Source: an optimization exercise on an open RTL-to-GDS flow (aim: small area, a short achievable clock period and few clock cycles). Production flows keep margins and buffers that such runs may drop.
Function was checked by simulation only, so behaviour that the tests miss may differ from the original.
Power figures rest on the tool's default switching activity, not on a simulated workload.

## flow/config.mk

```make
export PLATFORM = sky130hd
export DESIGN_NAME = als_core
export DESIGN_NICKNAME = als_core
export VERILOG_FILES = /design/flow/design.v
export SDC_FILE = /design/flow/constraint.sdc
export NUM_CORES = 4
export LEC_CHECK = 0
export CAP_MARGIN = 20
export CORE_MARGIN = 2
export CORE_UTILIZATION = 40
export SLEW_MARGIN = 20
```

## flow/constraint.sdc

```tcl
create_clock -name core_clock -period 10.0 [get_ports {clk}]
set_input_delay 2.0000 -clock core_clock [delete_from_list [all_inputs] [get_ports {clk}]]
set_output_delay 2.0000 -clock core_clock [all_outputs]
set_load 0.01 [all_outputs]
```

## flow/design.v

```verilog
module als_div (
    input  wire        clk,
    input  wire        rst,
    input  wire        start,
    input  wire [83:0] dividend,    
    input  wire [56:0] divisor,
    input  wire [6:0]  nbits,       
    output reg         done,        
    output wire [83:0] quotient     
);
    reg [83:0] dq;
    reg [57:0] rem;
    reg [56:0] dvs;
    reg [6:0]  cnt;
    reg        run;
    wire [57:0] rem_sh = {rem[56:0], dq[83]};
    wire        ge     = rem_sh >= {1'b0, dvs};
    assign quotient = dq;
    always @(posedge clk) begin
        if (rst) begin
            run  <= 1'b0;
            done <= 1'b0;
            cnt  <= 7'd0;
            rem  <= 58'd0;
            dq   <= 84'd0;
            dvs  <= 57'd0;
        end else begin
            done <= 1'b0;
            if (start) begin
                run <= 1'b1;
                dq  <= dividend;
                dvs <= divisor;
                rem <= 58'd0;
                cnt <= nbits;
            end else if (run) begin
                dq  <= {dq[82:0], ge};
                rem <= ge ? (rem_sh - {1'b0, dvs}) : rem_sh;
                cnt <= cnt - 7'd1;
                if (cnt == 7'd1) begin
                    run  <= 1'b0;
                    done <= 1'b1;
                end
            end
        end
    end
endmodule
module als_codec (
    input  wire [1:0]  op,        
    input  wire [2:0]  fid,
    input  wire [31:0] opd,
    output reg  [2:0]  status,
    output reg  [31:0] result
);
    localparam [2:0] ST_OK    = 3'd0;
    localparam [2:0] ST_INVAL = 3'd1;
    localparam [2:0] ST_UNKN  = 3'd2;
    reg [3:0]  sh;
    reg [15:0] wm;
    always @(*) begin
        case (fid)
            3'd0: begin sh = 4'd11; wm = 16'h0003; end
            3'd1: begin sh = 4'd6;  wm = 16'h000F; end
            3'd2: begin sh = 4'd4;  wm = 16'h0003; end
            3'd3: begin sh = 4'd1;  wm = 16'h0001; end
            3'd4: begin sh = 4'd0;  wm = 16'h0001; end
            3'd5: begin sh = 4'd0;  wm = 16'h0001; end
            3'd6: begin sh = 4'd1;  wm = 16'h0003; end
            default: begin sh = 4'd14; wm = 16'h0003; end
        endcase
    end
    reg        enc_ok;
    reg [3:0]  enc_code;
    always @(*) begin
        enc_ok   = 1'b1;
        enc_code = 4'd0;
        case (fid)
            3'd0: case (opd)
                      32'd8:  enc_code = 4'd0;
                      32'd16: enc_code = 4'd1;
                      32'd1:  enc_code = 4'd2;
                      32'd2:  enc_code = 4'd3;
                      default: enc_ok = 1'b0;
                  endcase
            3'd1: case (opd)
                      32'd100: enc_code = 4'd0;
                      32'd200: enc_code = 4'd1;
                      32'd400: enc_code = 4'd2;
                      32'd800: enc_code = 4'd3;
                      32'd50:  enc_code = 4'd8;
                      32'd25:  enc_code = 4'd12;
                      default: enc_ok = 1'b0;
                  endcase
            3'd2: case (opd)
                      32'd1: enc_code = 4'd0;
                      32'd2: enc_code = 4'd1;
                      32'd4: enc_code = 4'd2;
                      32'd8: enc_code = 4'd3;
                      default: enc_ok = 1'b0;
                  endcase
            3'd3, 3'd4, 3'd5: case (opd)
                      32'd0: enc_code = 4'd0;
                      32'd1: enc_code = 4'd1;
                      default: enc_ok = 1'b0;
                  endcase
            3'd6: case (opd)
                      32'd1: enc_code = 4'd0;
                      32'd2: enc_code = 4'd1;
                      32'd3: enc_code = 4'd2;
                      32'd4: enc_code = 4'd3;
                      default: enc_ok = 1'b0;
                  endcase
            default: case (opd)
                      32'd0: enc_code = 4'd0;
                      32'd1: enc_code = 4'd1;
                      32'd2: enc_code = 4'd2;
                      default: enc_ok = 1'b0;
                  endcase
        endcase
    end
    wire [15:0] code = (opd[15:0] >> sh) & wm;
    reg         dec_ok;
    reg [9:0]   dec_val;
    always @(*) begin
        dec_ok  = 1'b1;
        dec_val = 10'd0;
        case (fid)
            3'd0: case (code[1:0])
                      2'd0: dec_val = 10'd8;
                      2'd1: dec_val = 10'd16;
                      2'd2: dec_val = 10'd1;
                      default: dec_val = 10'd2;
                  endcase
            3'd1: case (code[3:0])
                      4'd0:  dec_val = 10'd100;
                      4'd1:  dec_val = 10'd200;
                      4'd2:  dec_val = 10'd400;
                      4'd3:  dec_val = 10'd800;
                      4'd8:  dec_val = 10'd50;
                      4'd12: dec_val = 10'd25;
                      default: dec_ok = 1'b0;
                  endcase
            3'd2: case (code[1:0])
                      2'd0: dec_val = 10'd1;
                      2'd1: dec_val = 10'd2;
                      2'd2: dec_val = 10'd4;
                      default: dec_val = 10'd8;
                  endcase
            3'd3, 3'd4, 3'd5: dec_val = {9'd0, code[0]};
            3'd6: dec_val = {8'd0, code[1:0]} + 10'd1;
            default: begin
                if (code[1:0] == 2'd3) dec_ok = 1'b0;
                else dec_val = {8'd0, code[1:0]};
            end
        endcase
    end
    wire        app_ok  = opd[31:16] <= wm;
    wire [15:0] app_val = (opd[15:0] & ~(wm << sh)) | (opd[31:16] << sh);
    always @(*) begin
        status = ST_OK;
        result = 32'd0;
        case (op)
            2'd0: if (enc_ok) result = {28'd0, enc_code}; else status = ST_INVAL;
            2'd1: if (dec_ok) result = {22'd0, dec_val};  else status = ST_UNKN;
            default: if (app_ok) result = {16'd0, app_val}; else status = ST_INVAL;
        endcase
    end
endmodule
module als_core (
    input  wire        clk,
    input  wire        rst,           
    input  wire        cmd_valid,
    input  wire [31:0] cmd_cw,
    input  wire [31:0] cmd_opd,
    output wire        busy,
    output reg         rsp_valid,
    output reg  [2:0]  rsp_status,
    output reg  [31:0] rsp_result
);
    localparam [2:0] ST_OK      = 3'd0;
    localparam [2:0] ST_UNSUP   = 3'd3;
    localparam [2:0] ST_RANGE   = 3'd4;
    localparam [2:0] ST_ILLEGAL = 3'd6;
    localparam [2:0] S_IDLE = 3'd0;
    localparam [2:0] S_EXEC = 3'd1;
    localparam [2:0] S_DIV1 = 3'd2;
    localparam [2:0] S_POLY = 3'd3;
    localparam [2:0] S_DIV2 = 3'd4;
    localparam signed [85:0] C4 = 86'sd60135;
    localparam signed [85:0] C3 = -86'sd939240000;
    localparam signed [85:0] C2 = 86'sd8148800000000;
    localparam signed [85:0] C1 = 86'sd100230000000000000;
    localparam [56:0] TEN17 = 57'd100000000000000000;
    reg [2:0]  state;
    reg [31:0] cw;
    reg [31:0] opd;
    assign busy = (state != S_IDLE);
    wire [3:0] op     = cw[3:0];
    wire [3:0] sel    = cw[7:4];
    wire [1:0] gcode  = cw[9:8];
    wire [3:0] itcode = cw[13:10];
    reg illegal;
    always @(*) begin
        illegal = 1'b0;
        if (cw[31:14] != 18'd0) illegal = 1'b1;
        case (op)
            4'd0, 4'd2: if (cw[13:8] != 6'd0 || sel[3]) illegal = 1'b1;
            4'd1: if (cw[13:8] != 6'd0 || sel[3] || opd[31:16] != 16'd0) illegal = 1'b1;
            4'd3: if (sel != 4'd0 || opd[31:16] != 16'd0) illegal = 1'b1;
            4'd4: if (sel != 4'd0) illegal = 1'b1;
            default: illegal = 1'b1;
        endcase
    end
    reg [2:0] gs;
    reg [2:0] ts;
    reg       it_ok;
    always @(*) begin
        case (gcode)
            2'd1: gs = 3'd0;    
            2'd0: gs = 3'd1;    
            2'd3: gs = 3'd3;    
            default: gs = 3'd4;  
        endcase
        it_ok = 1'b1;
        case (itcode)
            4'd3:  ts = 3'd0;   
            4'd2:  ts = 3'd1;   
            4'd1:  ts = 3'd2;   
            4'd0:  ts = 3'd3;   
            4'd8:  ts = 3'd4;   
            4'd12: ts = 3'd5;   
            default: begin ts = 3'd0; it_ok = 1'b0; end
        endcase
    end
    wire [3:0]  kshift = {1'b0, gs} + {1'b0, ts};
    wire [15:0] res    = 16'd36 << kshift;
    wire [31:0] raw_n  = ({16'd0, opd[15:0]} * 32'd36) << kshift;
    wire [31:0] lux_n  = opd * 32'd10000;
    wire        lux_oor = opd[31] || (opd > 32'd120000);
    wire [2:0]  codec_status;
    wire [31:0] codec_result;
    als_codec u_codec (
        .op     (op[1:0]),
        .fid    (sel[2:0]),
        .opd    (opd),
        .status (codec_status),
        .result (codec_result)
    );
    reg         div_start;
    reg  [83:0] div_dividend;
    reg  [56:0] div_divisor;
    reg  [6:0]  div_nbits;
    wire        div_done;
    wire [83:0] div_q;
    als_div u_div (
        .clk      (clk),
        .rst      (rst),
        .start    (div_start),
        .dividend (div_dividend),
        .divisor  (div_divisor),
        .nbits    (div_nbits),
        .done     (div_done),
        .quotient (div_q)
    );
    reg  [16:0]        lux_l;
    reg  signed [85:0] acc;
    reg  [1:0]         pstep;
    reg  signed [85:0] coef;
    always @(*) begin
        case (pstep)
            2'd0: coef = C3;
            2'd1: coef = C2;
            2'd2: coef = C1;
            default: coef = 86'sd0;
        endcase
    end
    wire signed [85:0] acc_next = acc * $signed({69'd0, lux_l}) + coef;
    always @(posedge clk) begin
        if (rst) begin
            state        <= S_IDLE;
            cw           <= 32'd0;
            opd          <= 32'd0;
            rsp_valid    <= 1'b0;
            rsp_status   <= ST_OK;
            rsp_result   <= 32'd0;
            div_start    <= 1'b0;
            div_dividend <= 84'd0;
            div_divisor  <= 57'd0;
            div_nbits    <= 7'd0;
            lux_l        <= 17'd0;
            acc          <= 86'sd0;
            pstep        <= 2'd0;
        end else begin
            div_start <= 1'b0;
            case (state)
                S_IDLE: begin
                    if (cmd_valid) begin
                        cw        <= cmd_cw;
                        opd       <= cmd_opd;
                        rsp_valid <= 1'b0;
                        state     <= S_EXEC;
                    end
                end
                S_EXEC: begin
                    if (illegal) begin
                        rsp_valid  <= 1'b1;
                        rsp_status <= ST_ILLEGAL;
                        rsp_result <= 32'd0;
                        state      <= S_IDLE;
                    end else if (op == 4'd3) begin
                        if (!it_ok) begin
                            rsp_valid  <= 1'b1;
                            rsp_status <= ST_UNSUP;
                            rsp_result <= 32'd0;
                            state      <= S_IDLE;
                        end else begin
                            div_start    <= 1'b1;
                            div_dividend <= {raw_n, 52'd0};
                            div_divisor  <= 57'd10000;
                            div_nbits    <= 7'd32;
                            state        <= S_DIV1;
                        end
                    end else if (op == 4'd4) begin
                        if (lux_oor) begin
                            rsp_valid  <= 1'b1;
                            rsp_status <= ST_RANGE;
                            rsp_result <= 32'd0;
                            state      <= S_IDLE;
                        end else if (!it_ok) begin
                            rsp_valid  <= 1'b1;
                            rsp_status <= ST_UNSUP;
                            rsp_result <= 32'd0;
                            state      <= S_IDLE;
                        end else begin
                            div_start    <= 1'b1;
                            div_dividend <= {lux_n, 52'd0};
                            div_divisor  <= {41'd0, res};
                            div_nbits    <= 7'd32;
                            state        <= S_DIV1;
                        end
                    end else begin
                        rsp_valid  <= 1'b1;
                        rsp_status <= codec_status;
                        rsp_result <= codec_result;
                        state      <= S_IDLE;
                    end
                end
                S_DIV1: begin
                    if (div_done) begin
                        if (op == 4'd3) begin
                            if (div_q[31:0] <= 32'd1000) begin
                                rsp_valid  <= 1'b1;
                                rsp_status <= ST_OK;
                                rsp_result <= div_q[31:0];
                                state      <= S_IDLE;
                            end else begin
                                lux_l <= div_q[16:0];
                                acc   <= C4;
                                pstep <= 2'd0;
                                state <= S_POLY;
                            end
                        end else begin
                            rsp_valid <= 1'b1;
                            if (div_q[31:16] != 16'd0) begin
                                rsp_status <= ST_RANGE;
                                rsp_result <= 32'd0;
                            end else begin
                                rsp_status <= ST_OK;
                                rsp_result <= div_q[31:0];
                            end
                            state <= S_IDLE;
                        end
                    end
                end
                S_POLY: begin
                    acc   <= acc_next;
                    pstep <= pstep + 2'd1;
                    if (pstep == 2'd3) begin
                        div_start    <= 1'b1;
                        div_dividend <= acc_next[83:0];
                        div_divisor  <= TEN17;
                        div_nbits    <= 7'd84;
                        state        <= S_DIV2;
                    end
                end
                S_DIV2: begin
                    if (div_done) begin
                        rsp_valid  <= 1'b1;
                        rsp_status <= ST_OK;
                        rsp_result <= div_q[31:0];
                        state      <= S_IDLE;
                    end
                end
                default: state <= S_IDLE;
            endcase
        end
    end
endmodule
```

## flow/run.sh

```bash
#!/bin/bash
# synth_recipe.tcl (not shown) runs the flow's synth.tcl, then flattens the netlist and writes it again
# the make line also repeats each setting of config.mk as NAME=value (left out here)
make -C /OpenROAD-flow-scripts/flow DESIGN_CONFIG=/design/flow/config.mk WORK_HOME=/design/flow/orfs CLKGATE_MAP_FILE= SYNTH_SCRIPT=/design/flow/synth_recipe.tcl finish
```

==> run notes <==
## synthesized netlist by cell type, types with 24 or more instances
| cell | n |
|---|---|
| a211oi_1 | 58 |
| a21o_1 | 74 |
| a21oi_1 | 505 |
| a22oi_1 | 42 |
| a31oi_1 | 59 |
| and2_1 | 596 |
| buf_1 | 33 |
| buf_2 | 26 |
| clkbuf_1 | 417 |
| dfxtp_1 | 473 |
| fa_1 | 1227 |
| ha_1 | 379 |
| inv_1 | 1635 |
| mux2i_1 | 129 |
| nand2_1 | 1243 |
| nand2b_1 | 25 |
| nand3_1 | 79 |
| nand4_1 | 39 |
| nor2_1 | 514 |
| nor2b_1 | 36 |
| nor3_1 | 75 |
| nor4_1 | 24 |
| o211ai_1 | 24 |
| o21a_1 | 29 |
| o21ai_0 | 190 |
| o21bai_1 | 29 |
| or3_1 | 30 |
| xnor2_1 | 136 |
| xor2_1 | 63 |
## area by class of cell
cell class / instances / area (um^2)
sequential: 473 / 9510
inverter: 1635 / 6140
multi-input combinational: 5928 / 53100
antenna: 1 / 2.50
timing repair buffer: 201 / 1780
fill: 17700 / 100000
clock inverter: 28 / 285
tap: 2340 / 2930
clock buffer: 75 / 1560
## per-stage QoR
step | hold WS, ns | power (mW) | cells | cell area [um^2]
after floorplan | 0.432 | 3.21 | 8518 | 70500
after global placement | 0.441 | 3.75 | 10600 | 73500
after detailed placement | 0.447 | 3.76 | 10600 | 73500
after CTS | 0.455 | 5.85 | 10700 | 75300
after global routing | 0.470 | 6.13 | 10700 | 75300
final | 0.454 | 5.83 | 10700 | 75300
## critical path: stages, from the launching register on
cell      delay [ns]
dfxtp_4         0.99
buf_4           0.53
nand2_1         0.21
fa_1            0.57
fa_1            0.44
fa_1            0.52
inv_1           0.05
fa_1            0.47
fa_1            0.54
inv_1           0.06
fa_1            0.53
inv_1           0.04
ha_1            0.41
a21oi_1         0.24
o21ai_0         0.20
a311o_1         0.30
a211oi_1        0.43
buf_4           0.24
o311a_1         0.32
o21a_1          0.36
o21ai_0         0.25
o21ai_0         0.25
xnor2_1         0.17
nand2_1         0.09
a311oi_1        0.29
## cell families (layout without fill, tap and decap cells)
| family | after synthesis | after routing | share of synthesized area |
|---|---|---|---|
| AO/OA/AOI/OAI | 1233 | 1233 | 0.110 |
| XOR/XNOR | 199 | 199 | 0.0247 |
| adder cells (fa/ha/maj) | 1606 | 1606 | 0.416 |
| buffers and inverters | 2117 | 1939 | 0.114 |
| flip-flops | 473 | 473 | 0.134 |
| multiplexers | 145 | 145 | 0.0220 |
| other | 0 | 1 | 0 |
| AND/OR/NAND/NOR | 2745 | 2745 | 0.180 |
## registers in the layout, summed over array words and instances (netlist names), 3 cells and up
| signal | count |
|---|---|
| div_divisor | 15 |
| opd | 32 |
| acc | 84 |
| div_dividend | 84 |
| cw | 32 |
| rsp_result | 32 |
| state | 3 |
| rsp_status | 3 |
| u_div.dq | 84 |
| u_div.rem | 57 |
| lux_l | 17 |
| u_div.cnt | 7 |
| u_div.dvs | 15 |
## layer usage
metal,vias up,track usage
met5,-,0
met4,0,0.0615
met3,304,0.0292
met2,1902,0.394
met1,28700,0.339
li1,25900,-
## power by group
part | internal, mW | switching (mW)
logic | 0.601 | 1.09
clock network | 1.18 | 0.894
registers | 1.92 | 0.137
## path summary, 6_finish.rpt
check / startpoint / to / cells after the start
worst max register to register: lux_l[3]$_SDFFE_PP0P_ / div_dividend[83]$_SDFFE_PP0P_ / 24
worst min-delay path: cw[19]$_SDFFE_PP0P_ / cw[19]$_SDFFE_PP0P_ / 2
worst max-delay path: lux_l[3]$_SDFFE_PP0P_ / div_dividend[83]$_SDFFE_PP0P_ / 24
worst min register to register: cw[19]$_SDFFE_PP0P_ / cw[19]$_SDFFE_PP0P_ / 2
==> out/qor.txt <==
====================================================================================================
Critical path peak fanout .............................................................           52
Worst-case setup slack after placement ................................................      1.43 ns
Detailed Route Iter0 Violations .......................................................         4638
Leakage power figure ..................................................................      35.0 nW
Post-layout util ......................................................................        0.429
Worst clock skew on the final layout ..................................................    0.0220 ns
Floorplan core area ...................................................................   0.176 mm^2
Hold crit path type ...................................................................      reg2reg
P&R area growth vs syn ................................................................        6.80%
Sequential fraction of the synthesis area .............................................        0.134
Die Ht ................................................................................       424 um
Maxcap violations .....................................................................            0
Final worst-path cycle share ..........................................................        0.866
Die span in x .........................................................................       424 um
Worst slew margin relative to its limit ...............................................        0.183
Most common cell after layout, fill and taps aside ....................................        inv_1
Number of vias per cell ...............................................................         5.32
Clock-pin slew reported for the worst setup and hold paths after clock tree synthesis .      0.06 ns
Setup slack of the critical path after layout .........................................      1.34 ns
Clock buffers created by TritonCTS ....................................................           56
Clock tree sinks ......................................................................          473
Number of setup violations in the final report ........................................            0
Flip-flop and latch count after synthesis .............................................          473
GRT Residual Overflow .................................................................            0
Routability-driven placement congestion ratio .........................................        0.962
Total Routing Usage GR ................................................................        0.241
Number of nets with antenna violations after routing ..................................            0
Number of hold buffers added after cts ................................................            0
CTS-repair resized insts ..............................................................            0
HPWL Detailed .........................................................................       165 mm
Ports placed on the boundary ..........................................................          104
Average detailed-routed wire length per instance ......................................      20.0 um
Number of hold-slack violations in the final timing report ............................            0
Max Clock Freq ........................................................................      115 MHz
First-pass DRT Iterations .............................................................            7
Fraction of registers with async set or reset after synthesis .........................            0
Peak VDD IR ...........................................................................     0.144 mV
Count of cell types in the netlist ....................................................           94
CTS tree ..............................................................................          yes
CTS H-tree depth ......................................................................            2
Vias after detailed routing ...........................................................        56800
Post-synth top area share .............................................................        0.348
Post-synthesis cell count .............................................................         8518
Largest net degree at the start of global routing .....................................          121
Fin nets ..............................................................................         9968
Setup TNS .............................................................................         0 ns
Die ar. ...............................................................................   0.180 mm^2
Slew at the pin closest to its max-slew limit .........................................      1.22 ns
Crit start category ...................................................................    flip-flop
Element type at the critical path end .................................................    flip-flop
Critical path data required time ......................................................     10.55 ns
Vias in the first global route ........................................................        58900
Number of enable flip-flop cells after synthesis ......................................            0
RSZ-0062 raised after global routing ..................................................        false
Highest routed layer ..................................................................         met4
Warnings, synthesis ...................................................................            3
Buffer count from post-CTS setup fixing ...............................................            0
Mean instance size in the synthesized netlist .........................................    8.28 um^2
Final period demand of the worst path .................................................      8.66 ns
Crit Path Class .......................................................................      reg2reg
Routed length on met2 .................................................................      99.0 mm
Arrival @ worst endpoint ..............................................................      9.21 ns
Internal reg-to-reg setup slack .......................................................      1.34 ns
Most used flip-flop cell after synthesis ..............................................      dfxtp_1
Post-detailed-routing wire length .....................................................       214 mm
# port buffers ........................................................................          103
Pwr dens .............................................................................. 77.4 mW/mm^2
Sum of met3 wire segment lengths after detailed routing ...............................      14.3 mm
Wire length of the first global-routing pass ..........................................       343 mm
Number of max-slew violations in the final report .....................................            0
DRC violations left ...................................................................            0
Area of the mapped netlist ............................................................  0.0705 mm^2
Most used cells in the layout excluding fill and tap cells ............................ inv_1 (1635), nand2_1 (1241), fa_1 (1227)
Detailed-route wire length on metal 1 .................................................      94.8 mm
Most area-consuming cells after synthesis ............................................. fa_1 (35%), dfxtp_1 (13%), inv_1 (8.7%)
Clock latency of the later-clocked register in the worst-skew pair ....................      0.65 ns
Initial core utilization ..............................................................        0.401
Number of antenna violations at the first check in global routing .....................            2
Mapped Nets ...........................................................................        10200
Max Buffers Root-to-Sink ..............................................................            3
Proportion of layout cells with a drive suffix above 1 ................................       0.0331
Clock root buffer .....................................................................    clkbuf_16
Status ................................................................................  timing/DRC/antenna clean
Cell type with the highest aggregate area in the netlist ..............................         fa_1
Std-Cell Rows .........................................................................          154
====================================================================================================
Testbench counts, summed over its fixed seeds: cycles 194,908.

[re-timing with driven ports]
The flow's constraints put no driver on any port. The routed layout listed below was extracted and timed again, unchanged, in two steps. Step 1: set_driving_cell puts a clkbuf_16 on clk and a buf_2 on each other input, an assumption about the parent block. Step 2 adds t to the input delays and takes it off the output delays; t is the mean of the earliest and latest rising clock arrival at the registers after step 1. Input paths then give back, and output paths get back, about the clock's delay inside the block. Slacks: no drivers / after step 1 / after step 2; pairs: no drivers / after step 1.
t (ns): 0.713
setup WS [ns]: 1.336 / 1.336 / 1.336
latest minus earliest clock arrival (ns): 0.025 / 0.024
worst slew at a driven data input, ns: 0.14
pins driven straight from the clock port: 1
After both steps setup and hold are still met in this run. The setup slack of this run moves by 0.000 ns with the drivers and by 0.000 ns with both steps.
